From an optimization exercise on the open Yosys and OpenROAD flow, aimed at small area; shortcuts taken in it are not production practice.
Only simulation tests tie the RTL to the original design; equivalence was not proved.
The clock port is modelled as an ideal driver, which makes a skipped or thinned clock tree look cheaper than it is; a real chip needs a root buffer or a tree.
Power is estimated from default activity; no workload was simulated.

v6:
==> flow/design.v <==
module pia_term (
    input  wire        clk,
    input  wire        rst_n,         
    input  wire        fast_video,    
    input  wire        pb_enable,     
    input  wire        bus_req,       
    input  wire        bus_we,        
    input  wire [15:0] bus_addr,
    input  wire [7:0]  bus_wdata,
    output reg  [7:0]  bus_rdata,     
    input  wire        bus_reset,     
    input  wire        rr_poll,       
    input  wire        key_valid,
    input  wire [7:0]  key_data,
    input  wire        tick_us,       
    input  wire [7:0]  pb_data,       
    input  wire        pb_last,       
    output wire        pb_pop,        
    output wire        term_char_valid,
    output wire [6:0]  term_char,
    output wire        term_newline,
    output reg         reset_req,
    output reg         terminated
);
    localparam [7:0]  TERM_CODE  = 8'h04;    
    localparam [7:0]  RESET_CODE = 8'h12;    
    localparam [14:0] BUSY_LD    = 15'h17bb;   
    localparam [14:0] BUSY_LD_T  = 15'h2f77;   
    localparam [5:0]  COL_LAST   = 6'h2d;      
    localparam [14:0] BUSY_NZ_M   = 15'b111_1101_0111_1011;
    localparam [5:0]  COL_LAST_M  = 6'b11_0111;
    reg [7:0]  ddra, ddrb, crb;
    reg [6:0]  cra, orb;
    reg [6:0]  key;            
    reg        key_v;          
    reg        kbd_pending;
    reg        pb_active;
    reg [14:0] busy_lfsr;
    reg [5:0]  col;
    reg        wr_orb_q;       
    wire       sel     = bus_addr[4];
    wire [1:0] slot    = bus_addr[1:0];
    wire       rd      = bus_req & ~bus_we & sel;
    wire       wr      = bus_req &  bus_we & sel & rst_n;
    wire       mode_a  = cra[2];
    wire       mode_b  = crb[2];
    wire       rd_cra  = rd & (slot == 2'd1);
    wire       clrn    = rst_n & ~bus_reset;
    wire       wr_ddra = wr & (slot == 2'd0) & ~mode_a;
    wire       wr_cra  = wr & (slot == 2'd1);
    wire       wr_ddrb = wr & (slot == 2'd2) & ~mode_b;
    wire       wr_orb  = wr & (slot == 2'd2) &  mode_b;
    wire       wr_crb  = wr & (slot == 2'd3);
    wire       busy_run = |(busy_lfsr & BUSY_NZ_M);
    wire       busy    = ~fast_video & ~pb_active & busy_run;
    wire       ready   = pb_active | kbd_pending;
    assign pb_pop = rd_cra & pb_active;
    wire       s_ff   = ~sel;
    wire       s_ddra = sel & (slot == 2'd0) & ~mode_a;
    wire       s_key  = sel & (slot == 2'd0) &  mode_a & key_v;
    wire       s_st   = sel & (slot == 2'd1);
    wire       s_ddrb = sel & (slot == 2'd2) & ~mode_b;
    wire       s_orb  = sel & (slot == 2'd2) &  mode_b;
    wire       s_crb  = sel & (slot == 2'd3);
    wire [7:0] rdata_next =
          {8{s_ff}}
        | ({8{s_ddra}} & ddra)
        | ({8{s_key}}  & {1'b1, key})
        | ({8{s_st}}   & {ready, cra})
        | ({8{s_ddrb}} & ddrb)
        | ({8{s_orb}}  & {busy, orb})
        | ({8{s_crb}}  & crb);
    wire [6:0] wc        = bus_wdata[6:0];
    wire       out_cr    = (wc == 7'h0D);
    wire       out_print = wc[6] | wc[5];
    wire       out_wrap  = out_print & ((col & COL_LAST_M) == (COL_LAST & COL_LAST_M));
    wire       o_lower   = orb[6] & orb[5] & (orb[4:0] != 5'd0) & (orb[4:0] <= 5'd26);
    assign term_char = {orb[6], orb[5] & ~o_lower, orb[4:0]};
    assign term_char_valid = wr_orb_q & (orb[6] | orb[5]);
    assign term_newline    = wr_orb_q & bus_rdata[0];
    wire       key_live  = key_valid & ~terminated;
    wire       key_term  = key_live & (key_data == TERM_CODE);
    wire       key_rst   = key_live & (key_data == RESET_CODE);
    wire       pb_active_after_bus = pb_active & ~(pb_pop & pb_last);
    wire       key_norm  = key_live & ~key_term & ~key_rst & ~pb_active_after_bus;
    wire       tick      = tick_us & ~terminated;
    function [6:0] norm7;
        input [7:0] c;
        reg lf, lower;
        begin
            lf    = (c == 8'h0A);
            lower = ~c[7] & c[6] & c[5] & (c[4:0] != 5'd0) & (c[4:0] <= 5'd26);
            norm7 = {c[6], c[5] & ~lower, c[4:3], c[2] | lf, c[1] & ~lf, c[0] | lf};
        end
    endfunction
    wire       key_ld   = key_norm | pb_pop;
    wire [7:0] kc       = key_norm ? key_data : pb_pop ? pb_data : {1'b1, key};
    wire [6:0] kn       = norm7(kc);
    wire       h_ddra  = clrn & ~wr_ddra;
    wire       h_cra   = clrn & ~wr_cra;
    wire       h_ddrb  = clrn & ~wr_ddrb;
    wire       h_orb   = clrn & ~wr_orb;
    wire       h_crb   = clrn & ~wr_crb;
    wire [14:0] b_ld   = tick ? BUSY_LD_T : BUSY_LD;
    wire        b_st   = rst_n & tick & ~wr_orb & busy_run;
    wire        b_hd   = rst_n & ~wr_orb & ~b_st;
    wire [14:0] b_sh   = {busy_lfsr[13:0], ~(busy_lfsr[14] ^ busy_lfsr[13])};
    wire        c_inc  = wr_orb & out_print & ~out_wrap;
    wire        c_hd   = rst_n & ~(wr_orb & (out_print | out_cr));
    wire [5:0]  c_sh   = {col[4:0], ~(col[5] ^ col[4])};
    always @(posedge clk) begin
        bus_rdata <= {rdata_next[7:1], (rdata_next[0] & ~bus_we) | (wr_orb & (out_cr | out_wrap))};
        ddra <= ({8{wr_ddra}} & bus_wdata)      | ({8{h_ddra}} & ddra);
        cra  <= ({7{wr_cra}}  & bus_wdata[6:0]) | ({7{h_cra}}  & cra);
        ddrb <= ({8{wr_ddrb}} & bus_wdata)      | ({8{h_ddrb}} & ddrb);
        orb  <= ({7{wr_orb}}  & bus_wdata[6:0]) | ({7{h_orb}}  & orb);
        crb  <= ({8{wr_crb}}  & bus_wdata)      | ({8{h_crb}}  & crb);
        key <= kn;
        key_v <= rst_n & (key_v | key_ld);
        kbd_pending <= rst_n & (key_norm | (kbd_pending & ~(rd_cra & ~pb_active)));
        pb_active   <= rst_n ? pb_active_after_bus : pb_enable;
        busy_lfsr <= ({15{wr_orb}} & b_ld) | ({15{b_st}} & b_sh) | ({15{b_hd}} & busy_lfsr);
        col <= ({6{c_inc}} & c_sh) | ({6{c_hd}} & col);
        wr_orb_q        <= wr_orb;
        reset_req       <= rst_n & (key_rst | (reset_req & ~rr_poll));
        terminated      <= rst_n & (terminated | key_term);
    end
endmodule
==> flow/config.mk <==
export PLATFORM = sky130hd
export DESIGN_NAME = pia_term
export DESIGN_NICKNAME = pia_term
export VERILOG_FILES = /design/flow/design.v
export SDC_FILE = /design/flow/constraint.sdc
export NUM_CORES = 4
export LEC_CHECK = 0
export CAP_MARGIN = 20
export CORE_MARGIN = 2
export CORE_UTILIZATION = 40
export SLEW_MARGIN = 20
==> flow/constraint.sdc <==
create_clock -name core_clock -period 10.0 [get_ports {clk}]
set_input_delay 2.0000 -clock core_clock [delete_from_list [all_inputs] [get_ports {clk}]]
set_output_delay 2.0000 -clock core_clock [all_outputs]
set_load 0.01 [all_outputs]
standard.sh (not shown) runs the stock make flow with config.mk's settings and CLKGATE_MAP_FILE= SYNTH_SCRIPT=/design/flow/synth_recipe.tcl, a recipe that flattens the netlist after the stock synthesis.
==> flow/flow/run.sh <==
#!/bin/bash
# Own layout flow: the standard ORFS flow (standard.sh) with
#  - synthesis through flow/synth.tcl: the standard script, except that
#    Yosys's abc step tries each flow/abc_*.script (area-oriented) and keeps
#    the smallest mapping (registers are mapped before abc, so they are the
#    standard synthesis's registers);
#  - port buffers of the smallest buffer cell (sky130_fd_sc_hd__buf_1);
#  - a small clock tree (flow/clock_tree.tcl): the clock port drives one
#    inverter, which drives four inverters, each at the centre of a balanced
#    cluster of registers (two inversions to every register);
#  - a denser floorplan.
# Each step's full output goes to its own log file in this folder.
set -uo pipefail
HERE=$(pwd)
export FLOW_ABC_SCRIPTS="$(ls $HERE/flow/abc_*.script | tr '\n' ' ')"
export FLOW_CLK_ROOT=sky130_fd_sc_hd__inv_4
export FLOW_CLK_LEAF=sky130_fd_sc_hd__inv_8
export FLOW_CLK_N=4
export PRE_CTS_TCL=$HERE/flow/clock_tree.tcl
OPTS=(CORE_UTILIZATION=65 "BUFFER_PORTS_ARGS=-buffer_cell sky130_fd_sc_hd__buf_1" PRE_CTS_TCL=$PRE_CTS_TCL)
bash standard.sh SYNTH_SCRIPT=$HERE/flow/synth.tcl "${OPTS[@]}" synth > log_synth.txt 2>&1 || exit 1
bash standard.sh "${OPTS[@]}" finish > log_layout.txt 2>&1 || exit 1
Other scripts of this flow, unchanged in this note and not shown: flow/flow/abc_a3.script, flow/flow/abc_c5.script, flow/flow/abc_d4.script, flow/flow/abc_e2.script, flow/flow/abc_e3.script, flow/flow/abc_e6.script, flow/flow/abc_e7.script, flow/flow/abc_e8.script, flow/flow/clock_tree.tcl, flow/flow/synth.tcl
Here is what was changed in the inputs of v7 compared with v6.
-- flow/flow/run.sh --
<<< v6, line 11
#  - a denser floorplan.
>>> v7, line 11
#  - a denser floorplan, and global placement that is not timing-driven
#    (the design has several ns of slack).
<<< v6, line 20
OPTS=(CORE_UTILIZATION=65 "BUFFER_PORTS_ARGS=-buffer_cell sky130_fd_sc_hd__buf_1" PRE_CTS_TCL=$PRE_CTS_TCL)
>>> v7, line 21
OPTS=(CORE_UTILIZATION=65 GPL_TIMING_DRIVEN=0 "BUFFER_PORTS_ARGS=-buffer_cell sky130_fd_sc_hd__buf_1" PRE_CTS_TCL=$PRE_CTS_TCL)
[summary]
- Comparing v6 and v7, worst setup slack is higher on v6.
- In the tables for v6 and v7, number of optimization iterations in the first detailed-route pass reads higher with v7.
- Between v6 and v7, the difference in portion of total power attributed to the clock network is negligible.
- Comparing v6 against v7, there is no change at all in synthesized netlist cell count.
- Relative to v6, the routed wire length measured on v7 has increased slightly.
- The clock skew of v6 and that of v7 are within noise of each other.
- Changes observed in v7 relative to v6: data arrival at the endpoint of the critical path saw an increase; share of total power in sequential cells saw little to no change.
- | global-route usage | v6 vs v7 | ≈ equal |
- For sequential power, v6 and v7 come out practically identical.
No run of this note takes its clock network from TritonCTS; it comes from the design's own scripts or RTL.

re-timing with driven ports:
How much do the figures lean on ideal ports? The routed layouts below were timed once more, with nothing changed but the port constraints.
Step 1 assumes that a clkbuf_16 drives the clock port and a buf_2 every other input.
Step 2 also shifts input and output timing later by t, the mid clock arrival at the registers, as if the neighbouring blocks saw the same clock.
a / b / c = ideal ports / drivers / drivers and shift; a / b = the first two.
run | t (ns) | setup slack, ns | slew at the worst register clock pin (ns) | cell pins on the clock port's net
v6 | 0.245 | 4.462 / 4.435 / 4.435 | 0.11 / 0.11 | 1
v7 | 0.239 | 4.308 / 4.281 / 4.281 | 0.11 / 0.11 | 1
After both steps setup and hold are still met in every run listed.
